What follows belongs to an exercise in optimizing a design on an open flow for small area, a short achievable clock period and few clock cycles; a production flow would make more cautious choices.
RTL that was checked went through simulation tests only; none was proved equivalent to the original.
Power is estimated from default activity; no workload was simulated.

## north
// bk_unpack
module bk_unpack (
    input  wire        clk,
    input  wire        rst,             
    input  wire        start,           
    input  wire [15:0] packed_size,
    input  wire [15:0] unpacked_size,
    input  wire [15:0] buf_len,
    output wire        idle,
    output reg         done,            
    output reg  [3:0]  status,
    output reg         mem_req,
    output reg         mem_we,
    output reg  [15:0] mem_addr,
    output wire [7:0]  mem_wdata,
    input  wire        mem_gnt,
    input  wire [7:0]  mem_rdata
);
For scale: roughly 1,800 cells after synthesis, about 230 flip-flops, ~92 I/O pins, ~17,000 um^2 of cells after synthesis.
==> flow/config.mk <==
export PLATFORM = sky130hd
export DESIGN_NAME = bk_unpack
export DESIGN_NICKNAME = bk_unpack
export VERILOG_FILES = /design/flow/design.v
export SDC_FILE = /design/flow/constraint.sdc
export NUM_CORES = 4
export LEC_CHECK = 0
export CAP_MARGIN = 20
export CORE_MARGIN = 2
export CORE_UTILIZATION = 65
export SETUP_SLACK_MARGIN = 2.2
export SLEW_MARGIN = 20
==> flow/constraint.sdc <==
create_clock -name core_clock -period 6.0 [get_ports {clk}]
set_input_delay 1.2000 -clock core_clock [delete_from_list [all_inputs] [get_ports {clk}]]
set_output_delay 1.2000 -clock core_clock [all_outputs]
set_load 0.01 [all_outputs]
standard.sh (not shown) runs the stock make flow with config.mk's settings and CLKGATE_MAP_FILE= SYNTH_SCRIPT=/design/flow/synth_recipe.tcl, a recipe that flattens the netlist after the stock synthesis.
==> flow/flow/run.sh <==
#!/bin/bash
# Layout: the standard ORFS flow (standard.sh, unchanged synthesis and
# steps), with the port buffers that global placement inserts made
# sky130_fd_sc_hd__buf_1 cells instead of the default pick. Every input and
# output port still gets its own buffer. make's output goes to
# standard_flow.log; each ORFS step keeps its own log under orfs/logs/.
set -euo pipefail
export BUFFER_PORTS_ARGS="-buffer_cell sky130_fd_sc_hd__buf_1"
bash ./standard.sh > standard_flow.log 2>&1
> inputs changed (north -> south)
diff --git a/flow/design.v b/flow/design.v
--- a/flow/design.v
+++ b/flow/design.v
@@ -96,24 +96,22 @@
     reg  [5:0]  hp;        
     reg         hx;        
     reg  [1:0]  hkind;     
     reg  [8:0]  hcnt;
     reg  [11:0] hoff;
     reg  [2:0]  hc3;       
     always @* begin
         hoff = 12'd0;
         if (!c3[0]) begin
             if (!c3[1]) begin
-                hp = p13; hx = x13;
-                hkind = ({f[2], f[3], f[4]} == 3'd0) ? 2'd3 : 2'd0;
-                hcnt = {6'd0, f[2], f[3], f[4]} - 9'd1;
-                hc3 = f[15:13];
+                hp = p5;  hx = x5;  hkind = 2'd0; hcnt = {6'd0, f[2], f[3], f[4]};
+                hc3 = f[7:5];
             end else begin
                 hp = p10; hx = x10; hkind = 2'd1; hcnt = 9'd1;
                 hoff = {4'd0, f[2], f[3], f[4], f[5], f[6], f[7], f[8], f[9]};
                 hc3 = f[12:10];
             end
         end else begin
             case (c3[2:1])
             2'b00: begin
                 hp = p12; hx = x12; hkind = 2'd1; hcnt = 9'd2;
                 hoff = {3'd0, f[3], f[4], f[5], f[6], f[7], f[8], f[9], f[10], f[11]};
@@ -148,37 +146,36 @@
     wire [17:0] sum_x  = {dst, 1'b1} + (sel_ra ? {5'd0, off, 1'b0} : {1'b1, ~rptr, 1'b1});
     wire [16:0] sum    = sum_x[17:1];
     wire        hz_now = sum[16];
     wire        cok     = nx_valid & (fresh | ~hz_pre);    
     wire        hz_stall = nx_valid & ~fresh & hz_pre;
     wire        dec_st  = (st == S_HDR) | (st == S_H2) | (st == S_LIT);
     wire        hdr_end = (st == S_HDR) & dst[16];         
     wire        pf_urgent = ~((st == S_HDR) | (st == S_H2) | (st == S_LIT) | (st == S_REF)) | (pos >= PF_AT);
     wire        pf_first  = pf_want & pf_urgent;
     wire        lit_slot = sfree & ~pf_first;
-    wire        hdr_lit = ~c3[0] & ~c3[1];                 
-    wire        en_hdr  = (st == S_HDR) & ~dst[16] & c3v & (~hdr_lit | lit_slot);
+    wire        en_hdr  = (st == S_HDR) & ~dst[16] & c3v;
     wire        en_h2   = (st == S_H2);
     wire        en_lit  = (st == S_LIT) & ~dst[16] & lit_slot;
     wire        go_hdr  = en_hdr & (~hx | cok);
     wire        go_h2   = en_h2 & (~x12 | cok);
     wire        go_lit  = en_lit & (~x8 | cok);
     wire        go      = go_hdr | go_h2 | go_lit;          
     wire        commit  = (en_hdr & hx & cok) | (en_h2 & x12 & cok) | (en_lit & x8 & cok);
     wire        trl_take = (st == S_TRL) & nx_valid & ~commit_d & (tw[1] ^ tw[0]);
     wire        need_rr = dec_st & ~hdr_end & xing & hz_stall & ~rrq;
     wire        nobits  = (dec_st & ~hdr_end & xing & ~nx_valid & exhausted) |
                           ((st == S_HDR) & ~dst[16] & ~c3v & pos30 & ~nx_valid & exhausted);
     wire        lit_f7  = (st == S_LIT) & dst[16] & (~x8 | nx_valid);
     wire [7:0]  lbyte = {f[0], f[1], f[2], f[3], f[4], f[5], f[6], f[7]};
     wire        bnd_bad = ~nmd[12] & (off >= nmd[11:0]);
-    wire        lit_go  = go_lit | (go_hdr & hdr_lit);
+    wire        lit_go  = go_lit;
     wire        ref_w   = (st == S_REF) && ref_racc;
     wire        wr_go   = lit_go | ref_w;
     wire        ref_r   = (st == S_REF) & sfree & ~pf_first & ~ref_rd & ~(rfirst & bnd_bad) & ~dst[16];
     always @(posedge clk) begin
         if (rst) begin
             st      <= S_IDLE;
             done    <= 1'b0;
             status  <= ST_OK;
             mem_req <= 1'b0;
             mem_we  <= 1'b0;
@@ -312,23 +309,21 @@
                 end
                 if (go) begin
                     pos <= pos_n;
                     c3  <= c3_n;
                     c3v <= c3v_n;
                     if (st == S_HDR) begin
                         cnt    <= hcnt;
                         x9     <= &c3;
                         off    <= hoff;
                         rfirst <= 1'b1;
-                        st     <= (hkind == 2'd0) ? S_LIT : (hkind == 2'd1) ? S_REF :
-                                  (hkind == 2'd2) ? S_H2 : S_HDR;
-                        if (hdr_lit) wd_q <= {f[5], f[6], f[7], f[8], f[9], f[10], f[11], f[12]};
+                        st     <= (hkind == 2'd0) ? S_LIT : (hkind == 2'd1) ? S_REF : S_H2;
                     end else if (st == S_H2) begin
                         off <= {f[0], f[1], f[2], f[3], f[4], f[5], f[6], f[7], f[8], f[9], f[10], f[11]};
                         st  <= S_REF;
                     end else begin
                         wd_q <= lbyte;
                     end
                 end
             end
             S_REF: begin
                 if (rfirst && bnd_bad) begin
--- outcome ---
- south has completed all stages; timing, DRC and antenna checks passed.
- The timing startpoint of the critical path comes out mem_req in one run and op_pf in the other, namely in south and north respectively.
- Compared with north, in south register fraction of the total cell area rose by 1.9 points, count of buffers added by post-CTS timing repair for setup fell by 16, non-clock buffering overhead in the final layout fell by 1.7 points, routed wire length fell by 9.4%, first-pass GRT wire length fell by about 8%.
- Switching power in south vs north: down 60%
- Looking at top metal layer carrying routed signals, the met4 result is from south; the met5 one comes from north.
- Of north and south, the higher setup slack of the critical path after layout belongs to south.
Testbench counts of south, summed over its fixed seeds: cycles 118,040.
The RTL of north was laid out without a check of its function.

==> port drivers added, routing unchanged <==
In the flow no input, the clock included, has a driving cell. The finished layouts below were timed again as built, in two steps.
Step 1 (the two cells are an assumption about what drives the block):
set clk [get_ports {clk}]
set_driving_cell -lib_cell sky130_fd_sc_hd__clkbuf_16 $clk
set_driving_cell -lib_cell sky130_fd_sc_hd__buf_2 [delete_from_list [all_inputs] $clk]
Step 2 moves the port delays by t, midway between the first and last clock arrival at a register: inputs arrive t later, outputs are due t later. That takes back most of the time a late clock gives input paths.
Three values: no drivers, after step 1, after step 2; two values: the first two.
run	t, ns	setup slack, ns	clock arrival spread, ns	worst register clock-pin slew, ns
north	0.603	2.207 / 2.207 / 1.865	0.017 / 0.017	0.07 / 0.07
south	0.601	2.285 / 2.285 / 1.865	0.024 / 0.024	0.07 / 0.07
After both steps setup and hold are still met in every run listed. The setup slack of south, which loses most, moves by 0.000 ns with the drivers and by -0.420 ns with both steps.
